Context: an optimization exercise on an open-source flow, tuned for small area. The choices shown serve that exercise and are no tape-out recipe.
Only simulation tests tie the RTL to the original design; equivalence was not proved.
Power is estimated from default activity; no workload was simulated.

File: flow/standard.sh
#!/bin/bash
# synth_recipe.tcl (not shown) runs the flow's synth.tcl, then flattens the netlist and writes it again
# the make line also repeats each setting of config.mk as NAME=value (left out here)
make -C /OpenROAD-flow-scripts/flow DESIGN_CONFIG=/design/flow/config.mk WORK_HOME=/design/flow/orfs CLKGATE_MAP_FILE= SYNTH_SCRIPT=/design/flow/synth_recipe.tcl "${@:-finish}"
File: flow/design.v
module mucom_engine (
    input  wire        clk,
    input  wire        rst,
    input  wire        cmd_valid,
    output wire        cmd_ready,
    input  wire [3:0]  cmd_op,
    input  wire [7:0]  cmd_index,
    input  wire [3:0]  cmd_size,
    input  wire [63:0] cmd_data,
    input  wire [15:0] cmd_ms,
    output reg         res_valid,
    output reg  [1:0]  res_status,
    output wire        res_got,
    output wire [31:0] res_elapsed,
    output reg  [63:0] res_out,
    input  wire [31:0] now,
    input  wire        rx_valid,
    input  wire [7:0]  rx_byte,
    output wire        rx_ready,
    input  wire [15:0] tx_space,
    output wire        tx_valid,
    output wire [7:0]  tx_byte,
    input  wire        tx_ready,
    output wire        crit,
    output wire        flush_req,
    input  wire        flush_done,
    output wire        disp_valid,
    output wire [1:0]  disp_kind,
    output wire [3:0]  disp_dcnt,
    output wire [71:0] disp_data,
    input  wire        reply_valid,
    input  wire [7:0]  reply_index,
    input  wire [3:0]  reply_size,
    input  wire [63:0] reply_data
);
    localparam [1:0] K_WREQ = 2'b00;
    localparam [1:0] K_RREQ = 2'b01;
    localparam [1:0] K_RRSP = 2'b10;
    localparam [1:0] K_EXEC = 2'b11;
    localparam [3:0] OP_SETTO = 4'd1, OP_GETLC = 4'd2, OP_POLL = 4'd3, OP_READ = 4'd4,
                     OP_WRITE = 4'd5, OP_INVOKE = 4'd6, OP_INVOKE0 = 4'd7;
    localparam [1:0] ST_OK = 2'd0, ST_ERR = 2'd1, ST_TIMEOUT = 2'd2, ST_COMM = 2'd3;
    localparam [3:0] S_IDLE   = 4'd0,
                     S_POLL   = 4'd1,    
                     S_DISP   = 4'd2,    
                     S_RWAIT  = 4'd3,    
                     S_RSEND  = 4'd4,    
                     S_TXWAIT = 4'd5,    
                     S_TXCHK  = 4'd6,    
                     S_SEND   = 4'd7,    
                     S_FLUSH  = 4'd8,    
                     S_RSPCHK = 4'd9,    
                     S_DONE   = 4'd10;   
    localparam [1:0] R_POLLCMD = 2'd0, R_DRAIN = 2'd1, R_TXWAIT = 2'd2, R_RSPWAIT = 2'd3;
    function [3:0] lastidx;
        input [1:0] k;
        input [2:0] c;
        begin
            if (k == K_RREQ)    lastidx = 4'd1;
            else if (c == 3'd0) lastidx = 4'd2;
            else                lastidx = {1'b0, c} + 4'd3;
        end
    endfunction
    function [31:0] sub32;
        input [31:0] a;
        input [31:0] b;
        reg br;
        integer k;
        begin
            br = 1'b0;
            for (k = 0; k < 32; k = k + 1) begin
                sub32[k] = a[k] ^ b[k] ^ br;
                br = (~a[k] & b[k]) | (~(a[k] ^ b[k]) & br);
            end
        end
    endfunction
    function ge15;
        input [14:0] a;
        input [14:0] b;
        reg br;
        integer k;
        begin
            br = 1'b0;
            for (k = 0; k < 15; k = k + 1)
                br = (~a[k] & b[k]) | (~(a[k] ^ b[k]) & br);
            ge15 = ~br;
        end
    endfunction
    reg  [3:0]  state;
    reg  [1:0]  ret;
    reg         got;
    reg  [14:0] timeout;         
    reg  [31:0] lastcomm;
    reg  [31:0] t0;
    reg  [31:0] t0r;
    reg  [7:0]  req_index;
    reg  [2:0]  req_cntf;
    reg  [1:0]  txkind;
    reg  [63:0] pb;
    reg         match;           
    reg         cp;              
    reg  [71:0] sb;              
    reg  [3:0]  cnt;
    reg  [1:0]  rkind;
    reg  [2:0]  rcntf;
    reg  [3:0]  txidx;
    wire st_idle   = (state == S_IDLE);
    wire st_poll   = (state == S_POLL);
    wire st_disp   = (state == S_DISP);
    wire st_rwait  = (state == S_RWAIT);
    wire st_rsend  = (state == S_RSEND);
    wire st_send   = (state == S_SEND);
    wire [31:0] elapsed  = sub32(now, st_rwait ? t0r : t0);
    wire        expired  = (elapsed[31:15] != 17'd0) || ge15(elapsed[14:0], timeout);
    wire        space_ok = (tx_space >= 16'd22);
    assign res_elapsed = sub32(t0, lastcomm);
    assign res_got     = got;
    wire        take     = st_poll && rx_valid;
    wire        rx_start = rx_byte[7];
    wire        cont     = take && !rx_start && (cnt != 4'd0);
    wire        sending  = st_send || st_rsend;
    wire [1:0]  lk       = st_send ? txkind : (st_rsend ? K_RRSP : rkind);
    wire [2:0]  lc       = st_send ? req_cntf : rcntf;
    wire [3:0]  lpos     = sending ? txidx : cnt;
    wire        at_last  = (lpos == lastidx(lk, lc));
    wire        complete = cont && at_last;
    assign cmd_ready  = st_idle;
    assign rx_ready   = st_poll;
    assign disp_valid = st_disp;
    assign crit       = sending;
    assign tx_valid   = sending;
    assign flush_req  = (state == S_FLUSH);
    assign disp_kind  = rkind;
    assign disp_dcnt  = {1'b0, rcntf} + 4'd1;
    genvar g;
    generate
        for (g = 0; g < 9; g = g + 1) begin : g_disp
            assign disp_data[8*g +: 8] = sb[71 - 8*g -: 8];
        end
    endgenerate
    wire [71:0] cs = {req_index, pb};
    reg  [7:0]  txraw;
    integer j;
    always @(*) begin
        txraw = ({8{st_rsend && txidx == 4'd0}} & {1'b1, K_RRSP, rcntf, sb[71:70]}) |
                ({8{st_send  && txidx == 4'd0}} & {1'b1, txkind, req_cntf, cs[71:70]});
        for (j = 1; j < 11; j = j + 1)
            txraw = txraw |
                    ({8{st_rsend && txidx == j}} & {1'b0, sb[69 - 7*(j-1) -: 7]}) |
                    ({8{st_send  && txidx == j}} & {1'b0, cs[69 - 7*(j-1) -: 7]});
    end
    wire [2:0]  vbits    = (lk == K_RREQ) ? 3'd6 : (lc == 3'd0) ? 3'd7 : lc;
    reg  [6:0]  keep;
    integer b;
    always @(*) begin
        for (b = 0; b < 7; b = b + 1)
            keep[b] = !at_last || ((3'd6 - b) < vbits);
    end
    assign tx_byte = {txraw[7], txraw[6:0] & keep};
    wire        reply_ok = reply_valid && (rkind == K_RREQ) &&
                           (reply_size >= 4'd1) && (reply_size <= 4'd8);
    wire        size_ok  = (cmd_size >= 4'd1) && (cmd_size <= 4'd8);
    integer m, c;
    always @(posedge clk) begin
        if (st_idle) begin
            req_index <= cmd_index;
            req_cntf  <= (cmd_op == OP_INVOKE0) ? 3'd0 : cmd_size[2:0] - 3'd1;
            txkind    <= (cmd_op == OP_READ)  ? K_RREQ :
                         (cmd_op == OP_WRITE) ? K_WREQ : K_EXEC;
        end
        if (cp) begin
            pb    <= sb[63:0];
            match <= (sb[71:64] == req_index) && (rcntf == req_cntf);
        end else if (st_idle) begin
            pb[63:56] <= (cmd_op == OP_INVOKE0) ? 8'h00 : cmd_data[7:0];
            for (m = 1; m < 8; m = m + 1)
                pb[63 - 8*m -: 8] <= cmd_data[8*m +: 8];
        end
        cp <= complete && (rkind == K_RRSP);
        if (st_disp) begin
            sb[71:64] <= reply_index;
            for (m = 0; m < 8; m = m + 1)
                sb[63 - 8*m -: 8] <= reply_data[8*m +: 8];
            rcntf <= reply_size[2:0] - 3'd1;
        end else if (take && rx_start) begin
            sb[71:70] <= rx_byte[1:0];
            rkind     <= rx_byte[6:5];
            rcntf     <= rx_byte[4:2];
        end else if (cont) begin
            for (c = 1; c < 11; c = c + 1)
                if (cnt == c) sb[69 - 7*(c-1) -: 7] <= rx_byte[6:0];
        end
        if (st_disp) t0r <= now;
        if (sending) begin
            if (tx_ready) txidx <= txidx + 4'd1;
        end else begin
            txidx <= 4'd0;
        end
    end
    always @(posedge clk) begin
        if (rst) begin
            state     <= S_IDLE;
            cnt       <= 4'd0;
            timeout   <= 15'd100;
            lastcomm  <= 32'd0;
            res_valid <= 1'b0;
        end else begin
            res_valid <= 1'b0;
            case (state)
                S_IDLE: begin
                    t0 <= now;
                    if (cmd_valid) begin
                        case (cmd_op)
                            OP_SETTO: begin
                                timeout    <= ($signed(cmd_ms) < 16'sd2) ? 15'd2 : cmd_ms[14:0];
                                res_status <= ST_OK;
                                state      <= S_DONE;
                            end
                            OP_GETLC: begin
                                res_status <= ST_OK;
                                state      <= S_DONE;
                            end
                            OP_POLL: begin
                                got   <= 1'b0;
                                ret   <= R_POLLCMD;
                                state <= S_POLL;
                            end
                            OP_READ: begin
                                if (!size_ok) begin
                                    res_status <= ST_ERR;
                                    state      <= S_DONE;
                                end else begin
                                    got   <= 1'b0;
                                    ret   <= R_DRAIN;
                                    state <= S_POLL;
                                end
                            end
                            OP_WRITE, OP_INVOKE, OP_INVOKE0: begin
                                if (!size_ok && cmd_op != OP_INVOKE0) begin
                                    res_status <= ST_ERR;
                                    state      <= S_DONE;
                                end else begin
                                    state <= S_TXWAIT;
                                end
                            end
                            default: ;   
                        endcase
                    end
                end
                S_POLL: begin
                    if (!rx_valid) begin
                        case (ret)
                            R_POLLCMD: begin
                                res_status <= ST_OK;
                                state      <= S_DONE;
                            end
                            R_DRAIN: begin
                                t0    <= now;
                                state <= S_TXWAIT;
                            end
                            R_TXWAIT:  state <= S_TXCHK;
                            default:   state <= S_RSPCHK;
                        endcase
                    end else if (rx_start) begin
                        cnt <= 4'd1;
                    end else if (cnt != 4'd0) begin
                        if (complete) begin
                            cnt      <= 4'd0;
                            lastcomm <= now;
                            if (rkind == K_RRSP) got   <= 1'b1;
                            else                 state <= S_DISP;
                        end else begin
                            cnt <= cnt + 4'd1;
                        end
                    end
                end
                S_DISP: begin
                    if (reply_ok) state <= S_RWAIT;
                    else          state <= S_POLL;
                end
                S_RWAIT: begin
                    if (space_ok)     state <= S_RSEND;
                    else if (expired) state <= S_POLL;        
                end
                S_RSEND: if (tx_ready && at_last) state <= S_POLL;
                S_TXWAIT: begin
                    if (space_ok) begin
                        state <= S_SEND;
                    end else if (txkind == K_RREQ) begin
                        ret   <= R_TXWAIT;
                        state <= S_POLL;
                    end else if (expired) begin
                        res_status <= ST_OK;    
                        state      <= S_DONE;
                    end
                end
                S_TXCHK: begin
                    if (expired) begin
                        res_status <= ST_TIMEOUT;
                        state      <= S_DONE;
                    end else begin
                        state <= S_TXWAIT;
                    end
                end
                S_SEND: if (tx_ready && at_last) begin
                    if (txkind == K_RREQ) begin
                        state <= S_FLUSH;
                    end else begin
                        res_status <= ST_OK;
                        state      <= S_DONE;
                    end
                end
                S_FLUSH: if (flush_done) begin
                    t0    <= now;
                    got   <= 1'b0;
                    ret   <= R_RSPWAIT;
                    state <= S_POLL;
                end
                S_RSPCHK: begin
                    if (got) begin
                        if (!match) begin
                            res_status <= ST_COMM;
                        end else begin
                            for (m = 0; m < 8; m = m + 1)
                                if (m <= req_cntf) res_out[8*m +: 8] <= pb[63 - 8*m -: 8];
                            res_status <= ST_OK;
                        end
                        state <= S_DONE;
                    end else if (expired) begin
                        cnt        <= 4'd0;
                        res_status <= ST_TIMEOUT;
                        state      <= S_DONE;
                    end else begin
                        state <= S_POLL;
                    end
                end
                S_DONE: begin
                    res_valid <= 1'b1;
                    state     <= S_IDLE;
                end
                default: state <= S_IDLE;
            endcase
        end
    end
endmodule
File: flow/constraint.sdc
create_clock -name core_clock -period 10.0 [get_ports {clk}]
set_input_delay 2.0000 -clock core_clock [delete_from_list [all_inputs] [get_ports {clk}]]
set_output_delay 2.0000 -clock core_clock [all_outputs]
set_load 0.01 [all_outputs]
File: flow/flow/run.sh
#!/bin/bash
# Standard layout, with the smallest buffer (buf_1) on every input and output port
# in place of the default clkdlybuf4s50_1. Each tool's output goes to a log here.
set -euo pipefail
export BUFFER_PORTS_ARGS="-buffer_cell sky130_fd_sc_hd__buf_1"
bash standard.sh synth > synth.log 2>&1
bash standard.sh > layout.log 2>&1
File: flow/config.mk
export PLATFORM = sky130hd
export DESIGN_NAME = mucom_engine
export DESIGN_NICKNAME = mucom_engine
export VERILOG_FILES = /design/flow/design.v
export SDC_FILE = /design/flow/constraint.sdc
export NUM_CORES = 4
export LEC_CHECK = 0
export CAP_MARGIN = 20
export CORE_MARGIN = 2
export CORE_UTILIZATION = 40
export SLEW_MARGIN = 20
==> results of run 1 <==
==> cell usage in the layout (no fill, tap or decap), types with 9 or more instances in the layout <==
cell type	Yosys	final
a221oi_1	17	16
a22o_1	9	9
nand2_1	311	311
buf_4	3	42
edfxtp_1	288	288
ha_1	36	34
xnor2_1	18	16
buf_1	3	411
nor2_1	56	53
buf_6	1	23
inv_1	111	91
fa_2	0	60
nor3_1	17	17
inv_2	0	18
mux2_2	56	56
clkinv_1	0	13
diode_2	0	11
mux2i_1	24	24
nor2b_1	11	11
dfxtp_1	61	60
and2_1	9	9
a22oi_1	32	31
nand3_1	23	22
a32oi_1	13	13
and3_1	11	9
o21ai_0	58	54
nor4_1	11	10
nand4_1	14	14
a32o_1	11	11
clkbuf_16	0	42
a21oi_1	63	62
nand2b_1	11	11
==> where the power goes <==
part / leakage (nW) / switching [mW] / internal (mW) / total, mW
logic: 4.03 / 0.886 / 0.425 / 1.31
clock network: 0.592 / 0.608 / 0.797 / 1.40
registers: 3.20 / 0.249 / 2.01 / 2.26
==> timing repair <==
| item | in CTS | in global routing |
|---|---|---|
| buffers inserted | 31 | 10 |
| endpoints found under the setup margin | 25 | 25 |
| cloned | 0 | 0 |
| pin swaps | 9 | 7 |
| endpoints found under the hold margin | 0 | 0 |
| gates resized for setup | 65 | 33 |
==> flip-flops by register name, indices dropped and copies added, names as in the netlist, 3 cells and up <==
signal	flops
lastcomm	32
rcntf	3
res_out	64
txidx	4
t0r	32
req_index	8
pb	64
req_cntf	3
t0	32
timeout	15
state	4
cnt	4
sb	72
==> per-layer routing <==
metal  part of all wire, %  vias up  routed length, um
li1                      -     6289                  -
met1                    40     7041              25930
met2                    46      807              29730
met3                    10      142               6591
met4                   3.9       16               2557
met5                  0.17        -                113
==> Yosys cell counts (3+ instances only) <==
cell type	number
dfxtp_1	61
nor3_1	17
buf_2	6
nor3b_1	7
a22o_1	9
o2111ai_1	3
xor2_1	4
ha_1	36
buf_4	3
a222oi_1	7
nor3_2	3
a32o_1	11
mux2i_1	24
a211oi_1	3
xnor2_1	18
and3_1	11
a221oi_1	17
nand3_1	23
edfxtp_1	288
a22oi_1	32
nor2b_1	11
o21ai_0	58
a21oi_1	63
o22ai_1	4
o31ai_1	4
nor4_1	11
buf_1	3
clkbuf_1	68
nand4_1	14
mux2_2	56
o21a_1	8
nand2b_1	11
a32oi_1	13
nor2_1	56
and2_1	9
nand2_1	311
nand4b_1	3
fa_1	60
o211ai_1	3
a31oi_1	7
inv_1	111
==> final cells by class <==
cell class / count / area [um^2] / area share (%)
sequential: 349 / 9871 / 45.82
inverter: 111 / 430.4 / 1.998
clock buffer: 48 / 1084 / 5.030
multi-input combinational: 966 / 7102 / 32.97
timing repair buffer: 479 / 2147 / 9.966
antenna: 11 / 27.53 / 0.1278
clock inverter: 24 / 150.1 / 0.6969
tap: 585 / 732.0 / 3.398
==> stage by stage <==
stage / std cells / setup WS, ns
global route: 2571 / -4.338
detailed placement: 2475 / -3.453
global placement: 2475 / -3.372
floorplan: 1507 / -2.994
finish: 2573 / -3.998
CTS: 2577 / -4.009
==> kinds of logic (layout without fill, tap and decap cells) <==
family                   count (synthesis)  in the layout  share of synthesized area, %
other                                    0             11                             0
multiplexers                            80             80                         5.006
flip-flops                             349            349                         56.73
buffers and inverters                  192            662                         4.294
adder cells (fa/ha/maj)                 97             97                         9.551
AO/OA/AOI/OAI                          263            263                         10.28
AND/OR/NAND/NOR                        503            503                         12.93
XOR/XNOR                                23             23                         1.201
==> critical path, delay by kind of cell (launching register included) <==
kind,cells,cell delay (ns)
flops,1,0.34
xor+xnor,2,0.28
fa+ha+maj,31,10.53
buf+inv,4,0.30
==> path summary, 6_finish.rpt <==
path                          from  slack, ns                     to
setup / recovery   t0[0]$_DFFE_PP_      -4.00        res_elapsed[31]
hold / removal    pb[46]$_DFFE_PP_       0.45  res_out[22]$_DFFE_PP_
setup reg to reg   t0[0]$_DFFE_PP_      -2.07  state[2]$_SDFFE_PP0P_
hold reg to reg   pb[46]$_DFFE_PP_       0.45  res_out[22]$_DFFE_PP_
==> metrics.cfg, run 1 <==
[floorplanning]
start_util_pct=40.48
core_um2=42980
rows=76
die_area_um2=45180
die_w_um=212.5
ioPinCount=427
die_h_um=212.5

[global_routing]
grt_most_used_layer=met2
grt_pass1_vias=13960
grt_start_max_net_pins=85
grtUsageMet1_pct=38.03
met3_usage_pct=6.780
grt_pass1_wl_um=91980
antenna_found_initial=20
grt_overflow=0
grt_usage_pct=28.49
met2_usage_pct=44.51

[timing]
min_period_ns=14.00
layout_setup_ws_ns=-3.998
finalSetupViolations=25
finalHoldViolCount=0
slew_headroom_pct=22.81
finalMaxSlewViolations=0
rsz0062_at_grt=true
max_freq_mhz=71.44
fin_skew_ns=0.02469
fin_crit_sh_pct=140.0
setup-tns-final_ns=-51.70
holdWs_ns=0.4543
worst_pin_slew_ns=1.154

[status]
so_faults=negative setup slack
status=complete, but fails checks

[clock_network]
insertion_delay_ns=0.57
cts_buffer_depth=3
htree_levels=2
root_buffer=clkbuf_16
cts_tree=yes
cts-hold-fix-buffers=0
clkSinkCount=349
clkTransAtPathRegs_ns=0.06
numCtsBuffers=40

[place]
gp_congestion=0.9674
dp_hpwl_um=49690
io_buffers=425
place_area_um2=19900

[detailed_routing]
vias=14300
wire_per_inst_um=25.23
ant_nets=0
drt-vias-per-instance=5.556
drt_iter0_drc=1879
drt_drc_violations_left=0
drt_wl_total_um=64920
dr.pass1.iters=10

[finish]
fillers=4022
layout-drive-gt1-share_pct=14.82
syn_to_final_growth_pct=23.84
fin_util_pct=50.12
postLayoutCellArea_um2=21540
nNetsFinal=2278

[power]
p_per_area_nw_per_um2=230.8
total_power_mw=4.972
ir_drop_uv=138.1
p_leak_nw=7.818

[min_path]
hold_depth=0
hp-class=reg2reg

[synthesis]
ys_types=73
synth_area_leaders=edfxtp_1 50%, dfxtp_1 7.0%, fa_1 6.9%
synth_area_per_cell_um2=11.54
yosysWarningCount=1
synth_area_um2=17400
ys_ff_latch=349
synth_sequential_area_ratio_pct=56.73
postSynthCellCount=1507
synth_edf_count=288
synthesis.nets=1838
yosysTopAreaCell=edfxtp_1
synth_flop_cell=edfxtp_1
synth_top_area_share_pct=49.71
async_flop_share_pct=0

[critical_path]
end_kind=output pin
cp-start-kind=register
r2r_cells=56
critPathMostFrequentCell=fa_2
cp_slowest_cell=fa_2
cp_max_fo=2
crit_path_max_incr_delay_ns=0.37
crit_arrival_ns=12.00
cp_data_required_time_ns=8.00
worstSetupPathType=reg2out

[run]
max_cap_viol_count=0

==> run 2: changes to the inputs <==
==> flow/run.sh (new file) <==
#!/bin/bash
# synth_recipe.tcl (not shown) runs the flow's synth.tcl, then flattens the netlist and writes it again
# the make line also repeats each setting of config.mk as NAME=value (left out here)
make -C /OpenROAD-flow-scripts/flow DESIGN_CONFIG=/design/flow/config.mk WORK_HOME=/design/flow/orfs CLKGATE_MAP_FILE= SYNTH_SCRIPT=/design/flow/synth_recipe.tcl finish
removed: flow/flow/run.sh
removed: flow/standard.sh
==> metrics.cfg, run 2 <==
[critical_path]
cp_slowest_cell=fa_2
worstSetupPathType=reg2out
crit_path_max_incr_delay_ns=0.38
end_kind=output pin
crit_arrival_ns=11.98
cp_data_required_time_ns=8.00
r2r_cells=47
cp_max_fo=2
critPathMostFrequentCell=fa_2
cp-start-kind=register

[finish]
layout-drive-gt1-share_pct=14.73
final-seq-area_um2=9871
layout_common_cells=408 x clkdlybuf4s50_1, 310 x nand2_1, 288 x edfxtp_1, 91 x inv_1, 61 x a21oi_1
largest_reg_flops=72
reg_top3=sb (72), pb (64), res_out (64)
top_register=sb
layout_commonest_cell=clkdlybuf4s50_1
final_cells=2557
nNetsFinal=2263
syn_to_final_growth_pct=38.22
postLayoutCellArea_um2=24050
multiInputGateArea_um2=7098
fillers=3697

[status]
status=complete, but fails checks
so_faults=negative setup slack

[clock_network]
cts_buffer_depth=3
clkTransAtPathRegs_ns=0.06
insertion_delay_ns=0.55
htree_levels=2
root_buffer=clkbuf_16
clkSinkCount=349
numCtsBuffers=40
cts_tree=yes

[synthesis]
yosysWarningCount=1
postSynthCellCount=1507
synth_area_per_cell_um2=11.54
synth_area_leaders=edfxtp_1 50%, dfxtp_1 7.0%, fa_1 6.9%
synth_top_area_share_pct=49.71
synth_area_um2=17400
synthTopCellsByCount=311 x nand2_1, 288 x edfxtp_1, 111 x inv_1
synthesis.nets=1838
synth_sequential_area_ratio_pct=56.73
async_flop_share_pct=0
ys_ff_latch=349
synth_flop_cell=edfxtp_1
synth_edf_count=288
yosysTopAreaCell=edfxtp_1
ys_types=73
yosysMostFrequentCell=nand2_1

[global_routing]
antenna_found_initial=14
grt_pass1_wl_um=96720
grt_overflow=0
grt_start_max_net_pins=81
grt_pass1_vias=14060
grt_usage_pct=30.03

[timing]
slew_headroom_pct=20.41
holdWs_ns=0.4523
fin_skew_ns=0.02006
finalSetupViolations=25
finalHoldViolCount=0
layout_setup_ws_ns=-3.981
rsz0062_at_grt=true
min_period_ns=13.98
max_freq_mhz=71.53
fin_crit_sh_pct=139.8
worst_pin_slew_ns=1.190
finalMaxSlewViolations=0

[power]
ir_drop_uv=129.4
p_leak_nw=8.910
p_per_area_nw_per_um2=217.0

[detailed_routing]
drt-vias-per-instance=5.566
wire_per_inst_um=26.56
drt_drc_violations_left=0
ant_nets=0
drt_wl_total_um=67920
dr.pass1.iters=6
drt_iter0_drc=1479
vias=14230

[floorplanning]
start_util_pct=40.48
ioPinCount=427
die_h_um=212.5
rows=76
core_um2=42980
die_area_um2=45180
die_w_um=212.5

[min_path]
hold_depth=0
hp-class=reg2reg

[place]
detailedPlace.worstSlack_ns=-3.889
place_area_um2=22530
dp_hpwl_um=52690
gp_congestion=0.9240
io_buffers=425
placed_cells=2472

[run]
max_cap_viol_count=0

[run 2: cells by family after synthesis]
group | synth area share, %
DFF | 56.73
AOI/OAI and AO/OA | 10.28
xor gates and xnor gates | 1.201
and+or+nand+nor | 12.93
adders and majority gates | 9.551
muxes | 5.006
buffers and inverters | 4.294
[run 2: routing by layer]
| layer | wire length, um | GRT usage (%) | vias to the layer above | part of all wire, % |
|---|---|---|---|---|
| li1 | - | - | 6255 | - |
| met1 | 27750 | 40.53 | 7062 | 41 |
| met2 | 31090 | 47.45 | 767 | 46 |
| met3 | 6451 | 6.558 | 138 | 9.5 |
| met4 | 2563 | 11.50 | 10 | 3.8 |
| met5 | 64 | 0 | - | 0.094 |
[run 2: report_power, final]
group	leakage, nW	internal, mW	total (mW)	switching [mW]
sequential	3.20	2.01	2.27	0.257
combinational	5.06	0.557	1.45	0.888
clock	0.652	0.901	1.51	0.605
[run 2: worst paths after layout]
check                             start  slack [ns]               endpoint
hold reg to reg        pb[40]$_DFFE_PP_        0.45  res_out[16]$_DFFE_PP_
hold / removal         pb[40]$_DFFE_PP_        0.45  res_out[16]$_DFFE_PP_
setup reg to reg  state[2]$_SDFFE_PP0P_       -1.26  state[0]$_SDFFE_PP0P_
setup / recovery        t0[0]$_DFFE_PP_       -3.98        res_elapsed[31]
[run 2: layout make-up]
type	count	share of cell area (%)
Antenna cell	10	0.1041
Clock buffer	55	4.740
Clock inverter	17	0.7909
Inverter	111	1.790
Multi-Input combinational cell	966	29.52
Sequential cell	349	41.05
Tap cell	585	3.044
Timing Repair Buffer	464	18.96
[run 2: critical path, delay by kind of cell (launching register included)]
kind / cells / cell delay (ns)
XOR/XNOR: 2 / 0.27
flip-flops: 1 / 0.33
buffers and inverters: 4 / 0.29
adder cells (fa/ha/maj): 31 / 10.51
[run 2: stage by stage]
stage	TNS (ns)	util [%]	power, mW
5_1_grt	-54.70	55.93	5.432
2_1_floorplan	-35.37	-	2.895
6_report	-48.43	55.94	5.218
3_3_place_gp	-56.84	52.41	3.680
4_1_cts	-50.54	55.80	5.222
3_5_place_dp	-59.00	52.41	3.697
[run 2: what timing repair did]
item / 4_1_cts / 5_1_grt
pin swaps: 8 / 7
buffers inserted: 3 / 1
hold buffers: 0 / 0
setup endpoints to repair: 26 / 26
hold endpoints to repair: 0 / 0
resized for setup: 96 / 15
==> run 3: changes to the inputs <==
--- a/flow/design.v
+++ b/flow/design.v
@@ -62,17 +62,4 @@
         end
     endfunction
-    function [31:0] sub32;
-        input [31:0] a;
-        input [31:0] b;
-        reg br;
-        integer k;
-        begin
-            br = 1'b0;
-            for (k = 0; k < 32; k = k + 1) begin
-                sub32[k] = a[k] ^ b[k] ^ br;
-                br = (~a[k] & b[k]) | (~(a[k] ^ b[k]) & br);
-            end
-        end
-    endfunction
     function ge15;
         input [14:0] a;
@@ -91,5 +78,6 @@
     reg         got;
     reg  [14:0] timeout;         
-    reg  [31:0] lastcomm;
+    reg  [31:0] lastcomm;        
+    reg         lc_set;
     reg  [31:0] t0;
     reg  [31:0] t0r;
@@ -111,8 +99,10 @@
     wire st_rsend  = (state == S_RSEND);
     wire st_send   = (state == S_SEND);
-    wire [31:0] elapsed  = sub32(now, st_rwait ? t0r : t0);
+    wire [31:0] base     = ({32{st_rwait}} & t0r) | ({32{st_idle && lc_set}} & lastcomm) |
+                          ({32{!st_rwait && !st_idle}} & t0);
+    wire [31:0] elapsed  = now - base;
     wire        expired  = (elapsed[31:15] != 17'd0) || ge15(elapsed[14:0], timeout);
     wire        space_ok = (tx_space >= 16'd22);
-    assign res_elapsed = sub32(t0, lastcomm);
+    assign res_elapsed = t0;
     assign res_got     = got;
     wire        take     = st_poll && rx_valid;
@@ -203,5 +193,5 @@
             cnt       <= 4'd0;
             timeout   <= 15'd100;
-            lastcomm  <= 32'd0;
+            lc_set    <= 1'b0;
             res_valid <= 1'b0;
         end else begin
@@ -209,5 +199,5 @@
             case (state)
                 S_IDLE: begin
-                    t0 <= now;
+                    t0 <= (cmd_op == OP_GETLC) ? elapsed : now;
                     if (cmd_valid) begin
                         case (cmd_op)
@@ -268,4 +258,5 @@
                             cnt      <= 4'd0;
                             lastcomm <= now;
+                            lc_set   <= 1'b1;
                             if (rkind == K_RRSP) got   <= 1'b1;
                             else                 state <= S_DISP;
==> flow/flow/run.sh (new file) <==
#!/bin/bash
# Standard layout, with the smallest buffer (buf_1) on every input and output port
# in place of the default clkdlybuf4s50_1. Each tool's output goes to a log here.
set -euo pipefail
export BUFFER_PORTS_ARGS="-buffer_cell sky130_fd_sc_hd__buf_1"
bash standard.sh synth > synth.log 2>&1
bash standard.sh > layout.log 2>&1
==> flow/standard.sh (new file) <==
#!/bin/bash
# synth_recipe.tcl (not shown) runs the flow's synth.tcl, then flattens the netlist and writes it again
# the make line also repeats each setting of config.mk as NAME=value (left out here)
make -C /OpenROAD-flow-scripts/flow DESIGN_CONFIG=/design/flow/config.mk WORK_HOME=/design/flow/orfs CLKGATE_MAP_FILE= SYNTH_SCRIPT=/design/flow/synth_recipe.tcl "${@:-finish}"
removed: flow/run.sh
==> metrics.cfg, run 3 <==
[global_routing]
antenna_found_initial=15
met2_usage_pct=45.35
grt_start_max_net_pins=74
grt_most_used_layer=met2
grt_usage_pct=27.77
grt_pass1_vias=14310
grt_pass1_wl_um=94420
met3_usage_pct=6.483
grtUsageMet1_pct=35.84
grt_overflow=0

[synthesis]
ys_types=68
synth_area_leaders=edfxtp_1 54%, nand2_1 5.9%, ha_1 4.6%
synth_area_um2=17800
synth_area_per_cell_um2=11.21
synthTopCellsByCount=320 x edfxtp_1, 281 x nand2_1, 87 x a21oi_1
synth_top_family_by_area=compound AO/OA/AOI/OAI gates
synth-xor-area-share_pct=2.411
synth_top_area_share_pct=53.98
synth_sequential_area_ratio_pct=57.35
synthesis.nets=1889
yosysTopAreaCell=edfxtp_1
ys_ff_latch=350
yosysWarningCount=1
synth_edf_count=320
synth_flop_cell=edfxtp_1
yosysMostFrequentCell=edfxtp_1
synth-compound-area-share_pct=14.38
async_flop_share_pct=0
synthMuxAreaShare_pct=4.533
synth-adder-area-share_pct=4.681
postSynthCellCount=1588
synthSimpleGateAreaFrac_pct=13.77

[power]
ir_drop_uv=171.0
p_per_area_nw_per_um2=271.9
p_leak_nw=7.486
total_power_mw=5.766

[timing]
fin_skew_ns=0.03312
setup-tns-final_ns=0
rsz0062_at_grt=false
worst_pin_slew_ns=1.088
finalSetupViolations=0
slew_headroom_pct=27.16
finalHoldViolCount=0
min_period_ns=7.096
max_freq_mhz=140.9
finalMaxSlewViolations=0
fin_crit_sh_pct=70.96

[place]
dp_hpwl_um=50730
gp_congestion=0.9595
io_buffers=425
place_area_um2=19880

[clock_network]
clkTransAtPathRegs_ns=0.07
cts-hold-fix-buffers=0
cts_buffer_depth=3
clkSinkCount=350
numCtsBuffers=39
cts.repair.resized=0
htree_levels=2
cts_tree=yes
root_buffer=clkbuf_16
insertion_delay_ns=0.59
cts_setup_buffers=0

[detailed_routing]
dr.pass1.iters=7
vias=14870
drt-vias-per-instance=5.711
drt_wl_total_um=66020
ant_nets=0
drt_drc_violations_left=0
drt_iter0_drc=1624
wire_per_inst_um=25.35

[critical_path]
critPathBufInv=3
r2r_cells=25
cp_slowest_cell=dfxtp_1
end_kind=register
worstSetupPathType=reg2reg
worst-path-stages=25
cp_max_fo=34
crit_arrival_ns=7.33
cp_data_required_time_ns=10.23
crit_path_max_incr_delay_ns=0.74
cp-start-kind=register
worst_path_dominant_cell_family=compound AO/OA/AOI/OAI gates

[finish]
layout-drive-gt1-share_pct=7.282
nNetsFinal=2276
layout_common_cells=425 x buf_1, 320 x edfxtp_1, 281 x nand2_1, 87 x a21oi_1, 80 x nor2_1
postLayoutCellArea_um2=21210
fillers=4178
layout_commonest_cell=buf_1
top_register=sb
syn_to_final_growth_pct=19.15
largest_reg_flops=72
reg_top3=sb (72), pb (64), res_out (64)

[floorplanning]
die_area_um2=46210
die_w_um=215.0
start_util_pct=40.43
die_h_um=215.0
rows=77
core_um2=44030
ioPinCount=427

[min_path]
hp-class=reg2reg
hold_depth=0

[run]
max_cap_viol_count=0

[status]
status=timing/DRC/antenna clean

[run 3: worst paths after layout]
| path | startpoint | end | slack [ns] |
|---|---|---|---|
| worst min-delay path | pb[6]$_DFFE_PP_ | res_out[62]$_DFFE_PP_ | 0.46 |
| worst min register to register | pb[6]$_DFFE_PP_ | res_out[62]$_DFFE_PP_ | 0.46 |
| worst max register to register | state[1]$_SDFFE_PP0P_ | res_status[0]$_DFFE_PP_ | 2.90 |
| worst max-delay path | state[1]$_SDFFE_PP0P_ | res_status[0]$_DFFE_PP_ | 2.90 |
[run 3: area by class of cell]
type | count | area, um^2 | share of cell area, %
antenna | 7 | 17.52 | 0.08258
timing repair buffer | 436 | 1678 | 7.910
sequential | 350 | 10210 | 48.14
inverter | 39 | 147.6 | 0.6960
clock inverter | 24 | 301.5 | 1.422
tap | 592 | 740.7 | 3.492
clock buffer | 47 | 1006 | 4.742
multi-input combinational | 1109 | 7109 | 33.52
[run 3: routing by layer]
layer  vias to the layer above  routed length, um
met1                      7176              25850
met3                       145               6528
met4                        16               2494
met2                       822              31040
li1                       6712                  -
met5                         -                104
[run 3: report_power, final]
part | internal (mW) | switching [mW] | total (mW)
clock | 0.860 | 0.630 | 1.49
combinational | 0.595 | 1.15 | 1.74
sequential | 2.12 | 0.416 | 2.54
[run 3: kinds of logic (layout without fill, tap and decap cells)]
family / Yosys count / count (layout)
AO/OA/AOI/OAI: 381 / 381
XOR/XNOR: 49 / 49
adder cells (fa/ha/maj): 66 / 66
buffers and inverters: 129 / 546
flip-flops: 350 / 350
multiplexers: 73 / 73
other: 0 / 7
AND/OR/NAND/NOR: 540 / 540
[run 3: per-stage QoR]
step                      util (%)  hold WS (ns)  std cells  setup WS [ns]
after global routing         48.16        0.4723       2601          2.276
after floorplan                  -        0.4252       1588          3.983
after detailed placement     45.16        0.4370       2526          2.620
after CTS                    48.13        0.4515       2597          2.973
final                        48.18        0.4607       2604          2.904
after global placement       45.16        0.4300       2526          2.664
==> run 4: changes to the inputs <==
--- a/flow/design.v
+++ b/flow/design.v
@@ -62,4 +62,21 @@
         end
     endfunction
+    function [31:0] sub32;
+        input [31:0] a;
+        input [31:0] b;
+        reg [31:0] p, g;
+        reg [32:0] bw;
+        integer k;
+        begin
+            p = ~(a ^ b);
+            g = ~a & b;
+            bw[0] = 1'b0;
+            for (k = 0; k < 32; k = k + 2) begin
+                bw[k+1] = g[k] | (p[k] & bw[k]);
+                bw[k+2] = g[k+1] | (p[k+1] & g[k]) | (p[k+1] & p[k] & bw[k]);
+            end
+            sub32 = ~p ^ bw[31:0];
+        end
+    endfunction
     function ge15;
         input [14:0] a;
@@ -99,7 +116,9 @@
     wire st_rsend  = (state == S_RSEND);
     wire st_send   = (state == S_SEND);
-    wire [31:0] base     = ({32{st_rwait}} & t0r) | ({32{st_idle && lc_set}} & lastcomm) |
-                          ({32{!st_rwait && !st_idle}} & t0);
-    wire [31:0] elapsed  = now - base;
+    wire        use_t0   = (state == S_TXWAIT) || (state == S_TXCHK) || (state == S_RSPCHK);
+    wire [31:0] base     = ({32{st_rwait}} & t0r) |
+                           ({32{st_idle && lc_set && cmd_op == OP_GETLC}} & lastcomm) |
+                           ({32{use_t0}} & t0);
+    wire [31:0] elapsed  = sub32(now, base);
     wire        expired  = (elapsed[31:15] != 17'd0) || ge15(elapsed[14:0], timeout);
     wire        space_ok = (tx_space >= 16'd22);
@@ -151,4 +170,29 @@
                            (reply_size >= 4'd1) && (reply_size <= 4'd8);
     wire        size_ok  = (cmd_size >= 4'd1) && (cmd_size <= 4'd8);
+    wire [71:0] rs;              
+    wire [71:0] xs;              
+    wire [71:0] wr;              
+    assign rs[71:64] = reply_index;
+    assign xs[71:70] = rx_byte[1:0];
+    assign wr[71:70] = {2{take && rx_start}};
+    generate
+        for (g = 0; g < 8; g = g + 1) begin : g_rs
+            assign rs[63 - 8*g -: 8] = reply_data[8*g +: 8];
+        end
+        for (g = 1; g < 11; g = g + 1) begin : g_wr
+            assign xs[69 - 7*(g-1) -: 7] = rx_byte[6:0];
+            assign wr[69 - 7*(g-1) -: 7] = {7{cont && cnt == g}};
+        end
+    endgenerate
+    wire [71:0] sb_next = ({72{st_disp}} & rs) | (wr & xs) | (~{72{st_disp}} & ~wr & sb);
+    wire [63:0] cd;              
+    assign cd[63:56] = (cmd_op == OP_INVOKE0) ? 8'h00 : cmd_data[7:0];
+    generate
+        for (g = 1; g < 8; g = g + 1) begin : g_cd
+            assign cd[63 - 8*g -: 8] = cmd_data[8*g +: 8];
+        end
+    endgenerate
+    wire [63:0] pb_next = ({64{cp}} & sb[63:0]) | ({64{st_idle}} & cd) |
+                          (~{64{cp || st_idle}} & pb);
     integer m, c;
     always @(posedge clk) begin
@@ -159,25 +203,13 @@
                          (cmd_op == OP_WRITE) ? K_WREQ : K_EXEC;
         end
-        if (cp) begin
-            pb    <= sb[63:0];
-            match <= (sb[71:64] == req_index) && (rcntf == req_cntf);
-        end else if (st_idle) begin
-            pb[63:56] <= (cmd_op == OP_INVOKE0) ? 8'h00 : cmd_data[7:0];
-            for (m = 1; m < 8; m = m + 1)
-                pb[63 - 8*m -: 8] <= cmd_data[8*m +: 8];
-        end
+        if (cp) match <= (sb[71:64] == req_index) && (rcntf == req_cntf);
+        pb <= pb_next;
         cp <= complete && (rkind == K_RRSP);
+        sb <= sb_next;
         if (st_disp) begin
-            sb[71:64] <= reply_index;
-            for (m = 0; m < 8; m = m + 1)
-                sb[63 - 8*m -: 8] <= reply_data[8*m +: 8];
             rcntf <= reply_size[2:0] - 3'd1;
         end else if (take && rx_start) begin
-            sb[71:70] <= rx_byte[1:0];
-            rkind     <= rx_byte[6:5];
-            rcntf     <= rx_byte[4:2];
-        end else if (cont) begin
-            for (c = 1; c < 11; c = c + 1)
-                if (cnt == c) sb[69 - 7*(c-1) -: 7] <= rx_byte[6:0];
+            rkind <= rx_byte[6:5];
+            rcntf <= rx_byte[4:2];
         end
         if (st_disp) t0r <= now;
@@ -199,5 +231,5 @@
             case (state)
                 S_IDLE: begin
-                    t0 <= (cmd_op == OP_GETLC) ? elapsed : now;
+                    t0 <= elapsed;
                     if (cmd_valid) begin
                         case (cmd_op)
@@ -246,5 +278,5 @@
                             end
                             R_DRAIN: begin
-                                t0    <= now;
+                                t0    <= elapsed;
                                 state <= S_TXWAIT;
                             end
@@ -303,5 +335,5 @@
                 end
                 S_FLUSH: if (flush_done) begin
-                    t0    <= now;
+                    t0    <= elapsed;
                     got   <= 1'b0;
                     ret   <= R_RSPWAIT;
--- a/flow/config.mk
+++ b/flow/config.mk
@@ -9,3 +9,5 @@
 export CORE_MARGIN = 2
 export CORE_UTILIZATION = 40
+export CTS_BUF_LIST = sky130_fd_sc_hd__clkbuf_4
+export CTS_CLUSTER_SIZE = 20
 export SLEW_MARGIN = 20
==> metrics.cfg, run 4 <==
[timing]
fin_skew_ns=0.07037
finalSetupViolations=0
finalMaxSlewViolations=0
max_freq_mhz=123.6
setup-tns-final_ns=0
finalHoldViolCount=0
slew_headroom_pct=28.96
min_period_ns=8.093
worst_pin_slew_ns=1.066
fin_crit_sh_pct=80.93
rsz0062_at_grt=false

[finish]
final-seq-area_um2=8850
largest_reg_flops=72
nNetsFinal=2446
fillers=4082
layout_common_cells=425 x buf_1, 360 x nand2_1, 193 x a22oi_1, 184 x edfxtp_1, 165 x dfxtp_1
top_register=sb
layout_commonest_cell=buf_1
syn_to_final_growth_pct=19.36
reg_top3=sb (72), pb (64), res_out (64)
final_cells=2753
multiInputGateArea_um2=7244
layout-drive-gt1-share_pct=8.514

[synthesis]
synthesis.nets=2006
yosysTopAreaCell=edfxtp_1
synth_sequential_area_ratio_pct=52.46
synth_flop_cell=edfxtp_1
synth_top_area_share_pct=32.76
synth_area_leaders=edfxtp_1 33%, dfxtp_1 20%, a22oi_1 8.6%
synthTopCellsByCount=360 x nand2_1, 193 x a22oi_1, 184 x edfxtp_1
synth_edf_count=184
synth_area_um2=16870
postSynthCellCount=1692
yosysMostFrequentCell=nand2_1
yosysWarningCount=1
async_flop_share_pct=0
ys_types=68
ys_ff_latch=350
synth_area_per_cell_um2=9.969

[clock_network]
cts_setup_buffers=0
cts-hold-fix-buffers=0
numCtsBuffers=95
cts_buffer_depth=3
root_buffer=clkbuf_4
cts_tree=yes
htree_levels=3
cts.repair.resized=0
insertion_delay_ns=0.83
clkTransAtPathRegs_ns=0.07
clkSinkCount=350

[power]
ir_drop_uv=166.5
internal_power_mw=3.324
p_switching_mw=2.498
netSwitchingFraction_pct=42.90
combPwrFrac_pct=31.8
p_leak_nw=8.013
p_clk_share_pct=22.1
p_per_area_nw_per_um2=289.2
pwr-share-seq_pct=46.2

[detailed_routing]
drt_wl_total_um=67010
drt_drc_violations_left=0
ant_nets=0
vias=15820
wire_per_inst_um=24.34
dr.pass1.iters=10
drt-vias-per-instance=5.745
drt_iter0_drc=1933

[critical_path]
worst_path_dominant_cell_family=compound AO/OA/AOI/OAI gates
crit_arrival_ns=6.09
cp_slowest_cell=dfxtp_1
cp-start-kind=register
end_kind=output pin
critPathBufInv=3
path_cells=nand4b_1, mux2i_1, ha_1, inv_1, ha_1, inv_1, a21oi_1, a31oi_1, a311oi_1, nor2_1, and3_1, a31oi_1, buf_1
cp_max_fo=22
cp_data_required_time_ns=8.00
worstSetupPathType=reg2out
crit_path_max_incr_delay_ns=0.84

[global_routing]
grt_pass1_wl_um=96290
grt_pass1_vias=15250
grt_usage_pct=29.87
grt_overflow=0
grt_start_max_net_pins=67
antenna_found_initial=8

[place]
dp_hpwl_um=50570
placed_cells=2574
gp_congestion=0.9546
io_buffers=425

[floorplanning]
start_util_pct=40.39
die_h_um=209.4
rows=75
die_w_um=209.4
die_area_um2=43830
core_um2=41760
ioPinCount=427

[status]
status=timing/DRC/antenna clean

[run]
max_cap_viol_count=0

[min_path]
hp-class=reg2reg

==> run 4: cells by family (layout without fill, tap and decap cells) <==
family	Yosys count	count (layout)	share of synthesized area, %
fa+ha+maj	79	79	6.572
xor+xnor	37	37	1.921
other cells	0	6	0
buf+inv	209	725	4.695
flops	350	350	52.46
mux	9	9	0.5415
simple gates	608	608	16.30
compound gates	400	400	17.51
==> run 4: power by group through the flow <==
stage          sequential (mW)  clock, mW  combinational (mW)
2_1_floorplan             2.41          0                1.15
6_report                  2.69       1.28                1.85
5_1_grt                   2.69       1.39                2.06
3_5_place_dp              2.68          0                1.82
3_3_place_gp              2.67          0                1.79
4_1_cts                   2.65       1.31                1.83
==> run 4: layer usage <==
layer  track usage, %  share of wire (%)  vias to the layer above
li1                 -                  -                     7140
met1            35.98                 38                     7577
met2            49.06                 47                      904
met3            7.796                9.6                      189
met4            16.16                5.3                        6
met5                0              0.066                        -
==> run 4: layout make-up <==
class	count	area share, %
flip-flops and latches	350	43.96
multi-input cells	1133	35.98
repair buffers	442	8.558
clock buffers	146	5.444
well taps	539	3.350
inverters	110	2.063
clock inverters	27	0.5717
diodes	6	0.07458
==> run 4: stage by stage <==
step / power [mW] / instance area (um^2) / hold slack (ns) / util (%) / worst slack (ns)
2_1_floorplan: 3.564 / 16870 / 0.4289 / - / 3.056
3_3_place_gp: 4.456 / 18910 / 0.4439 / 45.28 / 2.017
3_5_place_dp: 4.502 / 18910 / 0.4415 / 45.28 / 1.943
4_1_cts: 5.798 / 20120 / 0.4585 / 48.18 / 2.174
5_1_grt: 6.139 / 20130 / 0.4625 / 48.20 / 1.684
6_report: 5.822 / 20130 / 0.4635 / 48.21 / 1.907
==> run 4: final timing paths <==
path,to,startpoint,depth (start not counted),slack [ns]
setup / recovery,tx_byte[6],state[1]$_SDFFE_PP0P_,13,1.91
hold / removal,res_out[23]$_DFFE_PP_,pb[47]$_DFF_P_,0,0.46
setup reg to reg,state[2]$_SDFFE_PP0P_,state[2]$_SDFFE_PP0P_,23,2.79
hold reg to reg,res_out[23]$_DFFE_PP_,pb[47]$_DFF_P_,0,0.46
==> run 5: changes to the inputs <==
==> flow/flow/run.sh (replaced) <==
#!/bin/bash
# Standard layout with the smallest buffer (buf_1) on every input and output port
# and a clock tree of fewer, larger clusters without dummy loads. Each tool's
# output goes to a log of its own here.
set -euo pipefail
export BUFFER_PORTS_ARGS="-buffer_cell sky130_fd_sc_hd__buf_1"
export CTS_ARGS="-sink_clustering_enable -repair_clock_nets -buf_list sky130_fd_sc_hd__clkbuf_8 -sink_clustering_size 16 -sink_clustering_max_diameter 80 -dont_use_dummy_load"
bash standard.sh synth > synth.log 2>&1
bash standard.sh > layout.log 2>&1
--- a/flow/config.mk
+++ b/flow/config.mk
@@ -9,5 +9,3 @@
 export CORE_MARGIN = 2
 export CORE_UTILIZATION = 40
-export CTS_BUF_LIST = sky130_fd_sc_hd__clkbuf_4
-export CTS_CLUSTER_SIZE = 20
 export SLEW_MARGIN = 20
==> metrics.cfg, run 5 <==
[place]
placed_cells=2574
detailedPlace.worstSlack_ns=1.943
io_buffers=425
place_area_um2=18910
gp_congestion=0.9546
dp_hpwl_um=50570

[finish]
top_register=sb
layout_common_cells=425 x buf_1, 360 x nand2_1, 193 x a22oi_1, 184 x edfxtp_1, 165 x dfxtp_1
nNetsFinal=2380
layout-drive-gt1-share_pct=2.955
layout_commonest_cell=buf_1
reg_top3=sb (72), pb (64), res_out (64)
final_cells=2607
syn_to_final_growth_pct=14.52
largest_reg_flops=72
fin_util_pct=46.26
postLayoutCellArea_um2=19320

[synthesis]
ys_types=68
synth_top_area_share_pct=32.76
synth_area_um2=16870
postSynthCellCount=1692
synthesis.nets=2006
synthTopCellsByCount=360 x nand2_1, 193 x a22oi_1, 184 x edfxtp_1
synth_area_per_cell_um2=9.969
yosysWarningCount=1
synth_edf_count=184
synth_sequential_area_ratio_pct=52.46
ys_ff_latch=350
yosysTopAreaCell=edfxtp_1
yosysMostFrequentCell=nand2_1
async_flop_share_pct=0
synth_area_leaders=edfxtp_1 33%, dfxtp_1 20%, a22oi_1 8.6%
synth_flop_cell=edfxtp_1

[floorplanning]
die_h_um=209.4
rows=75
ioPinCount=427
die_area_um2=43830
die_w_um=209.4
start_util_pct=40.39
core_um2=41760

[critical_path]
path_cells=nand4b_1, mux2i_1, ha_1, inv_1, ha_1, inv_1, a21oi_1, a31oi_1, a311oi_1, nor2_1, and3_1, a211oi_1, buf_1
r2r_cells=23
crit_arrival_ns=5.83
crit-reg2reg-launch=state[2]$_SDFFE_PP0P_
worst_path_dominant_cell_family=compound AO/OA/AOI/OAI gates
r2r_setup_slack_ns=2.75
end_kind=output pin
reg2reg_to=state[2]$_SDFFE_PP0P_
worstSetupPathType=reg2out
cp-endpoint=tx_byte[1]
crit_path_max_incr_delay_ns=0.83
worst-path-stages=13
cp_slowest_cell=dfxtp_1
critPathBufInv=3
cp_max_fo=22
cp-start-kind=register
startpoint=state[1]$_SDFFE_PP0P_
cp_data_required_time_ns=8.00

[power]
p_per_area_nw_per_um2=272.4
p_leak_nw=7.486
total_power_mw=5.262
ir_drop_uv=152.2

[clock_network]
clkSinkCount=350
cts_tree=yes
numCtsBuffers=29
cts-hold-fix-buffers=0
cts_buffer_depth=3
cts_setup_buffers=0
cts.repair.resized=0
root_buffer=clkbuf_8
clkTransAtPathRegs_ns=0.10
htree_levels=1
insertion_delay_ns=0.67

[detailed_routing]
drt_iter0_drc=1858
vias=15300
wire_per_inst_um=25.41
drt_wl_total_um=66240
dr.pass1.iters=8
drt-vias-per-instance=5.870
ant_nets=0
drt_drc_violations_left=0

[timing]
setup-tns-final_ns=0
finalHoldViolCount=0
finalMaxSlewViolations=0
slew_headroom_pct=28.29
rsz0062_at_grt=false
layout_setup_ws_ns=2.174
worst_pin_slew_ns=1.076
max_freq_mhz=127.8
min_period_ns=7.826
holdWs_ns=0.4489
finalSetupViolations=0
fin_skew_ns=0.1188
fin_crit_sh_pct=78.26

[global_routing]
grt_start_max_net_pins=67
grt_overflow=0
grt_pass1_vias=14640
grt_usage_pct=29.27
antenna_found_initial=7
grt_pass1_wl_um=95040

[status]
status=timing/DRC/antenna clean

[min_path]
hp-class=reg2reg

[run]
max_cap_viol_count=0

==> run 5: cell counts after synthesis <==
No cell type changed its count.
==> run 5: layout make-up <==
cell class / instances / area, um^2
well taps: 539 / 674.4
repair buffers: 442 / 1723
diodes: 4 / 10.01
inverters: 110 / 415.4
flip-flops and latches: 350 / 8850
multi-input cells: 1133 / 7244
clock buffers: 29 / 399.1
fillers: 4107 / 22440
==> run 5: kinds of logic after synthesis <==
family                   synth area share (%)
adder cells (fa/ha/maj)                 6.572
XOR/XNOR                                1.921
flip-flops                              52.46
buffers and inverters                   4.695
AO/OA/AOI/OAI                           17.51
multiplexers                           0.5415
AND/OR/NAND/NOR                         16.30
==> run 5: power breakdown <==
part	switching (mW)	internal [mW]	leakage (nW)	total, mW
Clock	0.473	0.258	0.209	0.731
Combinational	1.23	0.619	4.20	1.85
Sequential	0.645	2.04	3.07	2.68
Total	2.35	2.91	7.49	5.26
==> run 5: metal layers <==
layer	track usage, %	part of all wire, %	wire length [um]	vias up
li1	-	-	-	6892
met1	36.43	39	25550	7396
met2	49.02	48	31570	845
met3	6.285	9.0	5988	163
met4	13.00	4.6	3079	6
met5	0	0.071	47	-
==> run 5: how the worst min path moves through the flow <==
stage,startpoint,to,slack (ns),cells past startpoint
floorplan,pb[50]$_DFF_P_,res_out[10]$_DFFE_PP_,0.43,0
global placement,pb[47]$_DFF_P_,res_out[23]$_DFFE_PP_,0.44,0
detailed placement,pb[47]$_DFF_P_,res_out[23]$_DFFE_PP_,0.44,0
CTS,pb[43]$_DFF_P_,res_out[19]$_DFFE_PP_,0.45,0
global route,pb[43]$_DFF_P_,res_out[19]$_DFFE_PP_,0.44,0
finish,pb[43]$_DFF_P_,res_out[19]$_DFFE_PP_,0.45,0
==> run 5: worst reg2reg max path, cell delays in order, from the launching register on <==
cell	delay, ns
dfxtp_1	0.72
nor2b_1	0.64
o21ai_0	0.20
nand2_1	0.57
buf_4	0.41
a22oi_1	0.11
nand2_1	0.09
ha_1	0.27
a21o_1	0.19
a21oi_1	0.18
o21ai_0	0.10
a22oi_1	0.25
a211o_1	0.21
a21oi_1	0.10
o41ai_1	0.49
o21a_1	0.23
fa_1	0.45
nor4_1	0.20
nand2_1	0.15
or3_1	0.44
nor3_4	0.33
a31oi_1	0.23
and3_1	0.26
mux2_1	0.32
==> run 6: changes to the inputs <==
--- a/flow/design.v
+++ b/flow/design.v
@@ -195,5 +195,5 @@
     wire [63:0] pb_next = ({64{cp}} & sb[63:0]) | ({64{st_idle}} & cd) |
                           (~{64{cp || st_idle}} & pb);
-    integer m, c;
+    integer m;
     always @(posedge clk) begin
         if (st_idle) begin
==> metrics.cfg, run 6 <==
[synthesis]
yosysTopAreaCell=edfxtp_1
synthTopCellsByCount=360 x nand2_1, 193 x a22oi_1, 184 x edfxtp_1
yosysWarningCount=1
synth_top_area_share_pct=32.76
synth_edf_count=184
postSynthCellCount=1692
synth_area_per_cell_um2=9.969
ys_types=68
synth_flop_cell=edfxtp_1
synthesis.nets=2006
async_flop_share_pct=0
synth_area_um2=16870
yosysMostFrequentCell=nand2_1
synth_area_leaders=edfxtp_1 33%, dfxtp_1 20%, a22oi_1 8.6%
ys_ff_latch=350
synth_sequential_area_ratio_pct=52.46

[detailed_routing]
wire_per_inst_um=25.41
dr.pass1.iters=8
ant_nets=0
drt_drc_violations_left=0
drt_iter0_drc=1858
drt-vias-per-instance=5.870
vias=15300
drt_wl_total_um=66240

[clock_network]
htree_levels=1
cts-hold-fix-buffers=0
cts_buffer_depth=3
clkSinkCount=350
clkTransAtPathRegs_ns=0.10
numCtsBuffers=29
insertion_delay_ns=0.67
cts.repair.resized=0
cts_setup_buffers=0
root_buffer=clkbuf_8
cts_tree=yes

[global_routing]
grt_overflow=0
grt_pass1_wl_um=95040
antenna_found_initial=7
grt_usage_pct=29.27
grt_pass1_vias=14640
grt_start_max_net_pins=67

[timing]
worst_pin_slew_ns=1.076
rsz0062_at_grt=false
min_period_ns=7.826
layout_setup_ws_ns=2.174
finalSetupViolations=0
setup-tns-final_ns=0
finalMaxSlewViolations=0
slew_headroom_pct=28.29
fin_skew_ns=0.1188
max_freq_mhz=127.8
fin_crit_sh_pct=78.26
holdWs_ns=0.4489
finalHoldViolCount=0

[finish]
largest_reg_flops=72
layout_common_cells=425 x buf_1, 360 x nand2_1, 193 x a22oi_1, 184 x edfxtp_1, 165 x dfxtp_1
multiInputGateArea_um2=7244
final-seq-area_um2=8850
nNetsFinal=2380
layout_commonest_cell=buf_1
top_register=sb
fillers=4107
fin_util_pct=46.26
layout-drive-gt1-share_pct=2.955
syn_to_final_growth_pct=14.52
reg_top3=sb (72), pb (64), res_out (64)

[floorplanning]
die_area_um2=43830
die_w_um=209.4
die_h_um=209.4
core_um2=41760
ioPinCount=427
rows=75
start_util_pct=40.39

[place]
io_buffers=425
gp_congestion=0.9546
dp_hpwl_um=50570
detailedPlace.worstSlack_ns=1.943

[power]
p_leak_nw=7.486
pwr-share-seq_pct=51.0
netSwitchingFraction_pct=44.62
combPwrFrac_pct=35.1
p_per_area_nw_per_um2=272.4
p_switching_mw=2.348
ir_drop_uv=152.2
internal_power_mw=2.914
p_clk_share_pct=13.9

[min_path]
hp-class=reg2reg
min_from=pb[43]$_DFF_P_

[critical_path]
critPathBufInv=3
cp-start-kind=register
cp_max_fo=22
worstSetupPathType=reg2out
r2r_setup_slack_ns=2.75
crit_path_max_incr_delay_ns=0.83
end_kind=output pin
crit-reg2reg-launch=state[2]$_SDFFE_PP0P_
worst_path_dominant_cell_family=compound AO/OA/AOI/OAI gates
path_cells=nand4b_1, mux2i_1, ha_1, inv_1, ha_1, inv_1, a21oi_1, a31oi_1, a311oi_1, nor2_1, and3_1, a211oi_1, buf_1
cp_slowest_cell=dfxtp_1
crit_arrival_ns=5.83
startpoint=state[1]$_SDFFE_PP0P_
cp_data_required_time_ns=8.00

[status]
status=timing/DRC/antenna clean

[run]
max_cap_viol_count=0

-- run 6: kinds of logic (layout without fill, tap and decap cells) --
kind of cell	count (synthesis)	after routing	synth area share (%)
AOI/OAI and AO/OA	400	400	17.51
and+or+nand+nor	608	608	16.30
other	0	4	0
adders and majority gates	79	79	6.572
DFF	350	350	52.46
muxes	9	9	0.5415
xor gates and xnor gates	37	37	1.921
buffers and inverters	209	581	4.695
-- run 6: metrics by stage --
| stage | area [um^2] | total power, mW | instances |
|---|---|---|---|
| after global placement | 18910 | 4.456 | 2574 |
| after global routing | 19310 | 5.535 | 2606 |
| after CTS | 19310 | 5.224 | 2603 |
| after detailed placement | 18910 | 4.502 | 2574 |
| after floorplan | 16870 | 3.564 | 1692 |
| final | 19320 | 5.262 | 2607 |
-- run 6: power groups by stage --
stage	registers (mW)	clock network, mW	logic (mW)
floorplan	2.41	0	1.15
global placement	2.67	0	1.79
detailed placement	2.68	0	1.82
CTS	2.65	0.742	1.83
global route	2.69	0.785	2.06
finish	2.68	0.731	1.85
-- run 6: cell type report --
| cell class | count | area share [%] |
|---|---|---|
| Antenna cell | 4 | 0.05182 |
| Tap cell | 539 | 3.491 |
| Multi-Input combinational cell | 1133 | 37.50 |
| Sequential cell | 350 | 45.82 |
| Timing Repair Buffer | 442 | 8.920 |
| Inverter | 110 | 2.151 |
| Clock buffer | 29 | 2.066 |
-- run 6: final timing paths --
kind	to	cells past startpoint
setup / recovery	tx_byte[1]	13
hold / removal	res_out[19]$_DFFE_PP_	0
setup reg to reg	state[2]$_SDFFE_PP0P_	23
hold reg to reg	res_out[19]$_DFFE_PP_	0
-- run 6: routing by layer --
| layer | track usage (%) | share of wire [%] | up-vias |
|---|---|---|---|
| met3 | 6.285 | 9.0 | 163 |
| met5 | 0 | 0.071 | - |
| li1 | - | - | 6892 |
| met1 | 36.43 | 39 | 7396 |
| met2 | 49.02 | 48 | 845 |
| met4 | 13.00 | 4.6 | 6 |
-- run 6: worst reg2reg max path, stage by stage, from the launching register on --
cell and delay [ns]:
dfxtp_1 0.72, nor2b_1 0.64, o21ai_0 0.20, nand2_1 0.57
buf_4 0.41, a22oi_1 0.11, nand2_1 0.09, ha_1 0.27
a21o_1 0.19, a21oi_1 0.18, o21ai_0 0.10, a22oi_1 0.25
a211o_1 0.21, a21oi_1 0.10, o41ai_1 0.49, o21a_1 0.23
fa_1 0.45, nor4_1 0.20, nand2_1 0.15, or3_1 0.44
nor3_4 0.33, a31oi_1 0.23, and3_1 0.26, mux2_1 0.32
==> run 7: changes to the inputs <==
--- a/flow/config.mk
+++ b/flow/config.mk
@@ -6,6 +6,6 @@
 export NUM_CORES = 4
 export LEC_CHECK = 0
-export CAP_MARGIN = 20
+export CAP_MARGIN = 0
 export CORE_MARGIN = 2
-export CORE_UTILIZATION = 40
-export SLEW_MARGIN = 20
+export CORE_UTILIZATION = 65
+export SLEW_MARGIN = 0
==> metrics.cfg, run 7 <==
[status]
status=timing/DRC/antenna clean

[place]
io_buffers=425
placed_cells=2364
gp_congestion=1.086
dp_hpwl_um=47440
place_area_um2=18640
detailedPlace.worstSlack_ns=1.499

[global_routing]
grt_overflow=0
grt_pass1_vias=14880
grt_pass1_wl_um=90230
grt_usage_pct=45.15
antenna_found_initial=6
grt_start_max_net_pins=86

[floorplanning]
rows=58
core_um2=25330
ioPinCount=427
start_util_pct=66.60
die_h_um=165.1
die_area_um2=27250
die_w_um=165.1

[detailed_routing]
drt_drc_violations_left=0
wire_per_inst_um=26.25
drt_iter0_drc=2878
drt-vias-per-instance=6.715
vias=16080
dr.pass1.iters=10
ant_nets=0
drt_wl_total_um=62850

[clock_network]
cts.repair.resized=0
htree_levels=1
cts-hold-fix-buffers=0
clkTransAtPathRegs_ns=0.10
cts_buffer_depth=3
cts_tree=yes
clkSinkCount=350
root_buffer=clkbuf_8
insertion_delay_ns=0.63
numCtsBuffers=25
cts_setup_buffers=0

[timing]
worst_pin_slew_ns=1.163
setup-tns-final_ns=0
finalSetupViolations=0
fin_crit_sh_pct=81.54
slew_headroom_pct=21.93
fin_skew_ns=0.07014
max_freq_mhz=122.6
finalHoldViolCount=0
layout_setup_ws_ns=1.846
rsz0062_at_grt=false
finalMaxSlewViolations=0
min_period_ns=8.154

[synthesis]
yosysWarningCount=1
synthesis.nets=2006
synth_sequential_area_ratio_pct=52.46
synthTopCellsByCount=360 x nand2_1, 193 x a22oi_1, 184 x edfxtp_1
synth_top_area_share_pct=32.76
synth_area_per_cell_um2=9.969
async_flop_share_pct=0
ys_types=68
postSynthCellCount=1692
synth_area_leaders=edfxtp_1 33%, dfxtp_1 20%, a22oi_1 8.6%
yosysTopAreaCell=edfxtp_1
synth_flop_cell=edfxtp_1
synth_edf_count=184
synth_area_um2=16870
ys_ff_latch=350
yosysMostFrequentCell=nand2_1

[power]
total_power_mw=5.265
ir_drop_uv=219.0
p_leak_nw=7.452
p_per_area_nw_per_um2=277.2

[critical_path]
crit_arrival_ns=8.61
cp_data_required_time_ns=10.46
critPathBufInv=2
critPathMostFrequentCell=nand2_1
cp_slowest_cell=o41ai_1
worst_path_dominant_cell_family=simple AND/OR/NAND/NOR gates
crit_path_max_incr_delay_ns=0.65
path_cells=buf_1, or2_2, nor4_4, buf_4, a22oi_1, nand2_1, ha_1, a2111oi_0, nand3_1, nand4_1, a211o_1, a21oi_1, o41ai_1, o21a_1, fa_1, nor4_1, nand2_1, or3_1, nor3_4, a31oi_1, and3_1, mux2_1
end_kind=register
cp_max_fo=25
worstSetupPathType=in2reg
cp-start-kind=input port

[min_path]
hp-class=reg2reg

[finish]
postLayoutCellArea_um2=18990
top_register=sb
layout_common_cells=425 x buf_1, 360 x nand2_1, 193 x a22oi_1, 184 x edfxtp_1, 165 x dfxtp_1
final_cells=2394
fillers=1821
layout_commonest_cell=buf_1
nNetsFinal=2375
final-seq-area_um2=8850
syn_to_final_growth_pct=12.61
largest_reg_flops=72
layout-drive-gt1-share_pct=2.720
reg_top3=sb (72), pb (64), res_out (64)
multiInputGateArea_um2=7244

[run]
max_cap_viol_count=0

-- run 7: cell types whose count changed in the layout (fill, tap and decap cells not counted) --
cell and change:
clkbuf_8 -4, buf_4 -1, diode_2 +1
-- run 7: final timing paths --
path,from,end,slack (ns),depth (start not counted)
worst min-delay path,pb[41]$_DFF_P_,pb[41]$_DFF_P_,0.47,2
worst min register to register,pb[41]$_DFF_P_,pb[41]$_DFF_P_,0.47,2
worst max-delay path,cmd_op[2],state[2]$_SDFFE_PP0P_,1.85,22
worst max register to register,state[2]$_SDFFE_PP0P_,state[2]$_SDFFE_PP0P_,2.39,21
-- run 7: layer usage --
metal / track usage, % / vias to the layer above / share of wire [%]
met5: 0 / - / 0
met4: 17.35 / 0 / 4.8
met3: 16.33 / 228 / 17
met2: 66.17 / 1467 / 43
met1: 61.55 / 7496 / 36
li1: - / 6884 / -
-- run 7: stage by stage --
stage               utilization, %  hold WS, ns
finish                       75.00       0.4707
global route                 74.99       0.4841
CTS                          74.95       0.4680
detailed placement           73.59       0.4516
global placement             73.59       0.4471
floorplan                        -       0.4289
-- run 7: cell families after synthesis --
| group | Yosys count | share of synthesized area [%] |
|---|---|---|
| adder cells (fa/ha/maj) | 79 | 6.572 |
| flip-flops | 350 | 52.46 |
| XOR/XNOR | 37 | 1.921 |
| buffers and inverters | 209 | 4.695 |
| AND/OR/NAND/NOR | 608 | 16.30 |
| AO/OA/AOI/OAI | 400 | 17.51 |
| multiplexers | 9 | 0.5415 |
-- run 7: tightest hold or removal path: cells and delay by family, from the launching register on --
kind	cells	cell delay [ns]
and+or+nand+nor	2	0.10
DFF	1	0.34
-- run 7: report_power, final --
| part | internal, mW | switching [mW] |
|---|---|---|
| sequential | 2.04 | 0.679 |
| combinational | 0.622 | 1.26 |
| clock | 0.224 | 0.443 |
| total | 2.88 | 2.38 |
-- run 7: layout make-up --
cell class,count,area share [%]
Antenna cell,5,0.06587
Timing Repair Buffer,441,9.031
Multi-Input combinational cell,1133,38.14
Tap cell,330,2.174
Inverter,110,2.187
Sequential cell,350,46.59
Clock buffer,25,1.811

[afterwards: timing with drivers on the ports]
In the flow no input, the clock included, has a driving cell. The finished layouts below were timed again as built, in two steps.
Step 1 assumes that a clkbuf_16 drives the clock port and a buf_2 every other input.
Step 2, shift: input delay + t, output delay - t, t = (earliest + latest rising clock arrival at the registers) / 2. This alone moves slack from input paths to output paths.
a / b / c = no drivers / after step 1 / after step 2; a / b = the first two.
run | shift t [ns] | setup slack, ns | hold WS [ns] | clock arrival spread, ns | worst slew at a driven data input, ns
run 1 | 0.623 | -3.998 / -4.060 / -3.437 | 0.454 / 0.454 / 0.454 | 0.025 / 0.026 | 0.09
run 2 | 0.603 | -3.981 / -4.039 / -3.436 | 0.452 / 0.452 / 0.452 | 0.020 / 0.020 | 0.11
run 3 | 0.630 | 2.904 / 2.867 / 2.503 | 0.461 / 0.461 / 0.461 | 0.041 / 0.040 | 0.10
run 4 | 0.843 | 1.907 / 1.855 / 1.994 | 0.463 / 0.463 / 0.463 | 0.072 / 0.072 | 0.11
run 5 | 0.665 | 2.174 / 2.124 / 1.896 | 0.449 / 0.449 / 0.449 | 0.119 / 0.119 | 0.11
run 6 | 0.665 | 2.174 / 2.124 / 1.896 | 0.449 / 0.449 / 0.449 | 0.119 / 0.119 | 0.11
run 7 | 0.631 | 1.846 / 1.847 / 1.216 | 0.471 / 0.471 / 0.471 | 0.071 / 0.071 | 0.14
For run 7, which loses most, drivers alone change the setup slack by +0.001 ns; drivers and shift together by -0.630 ns.
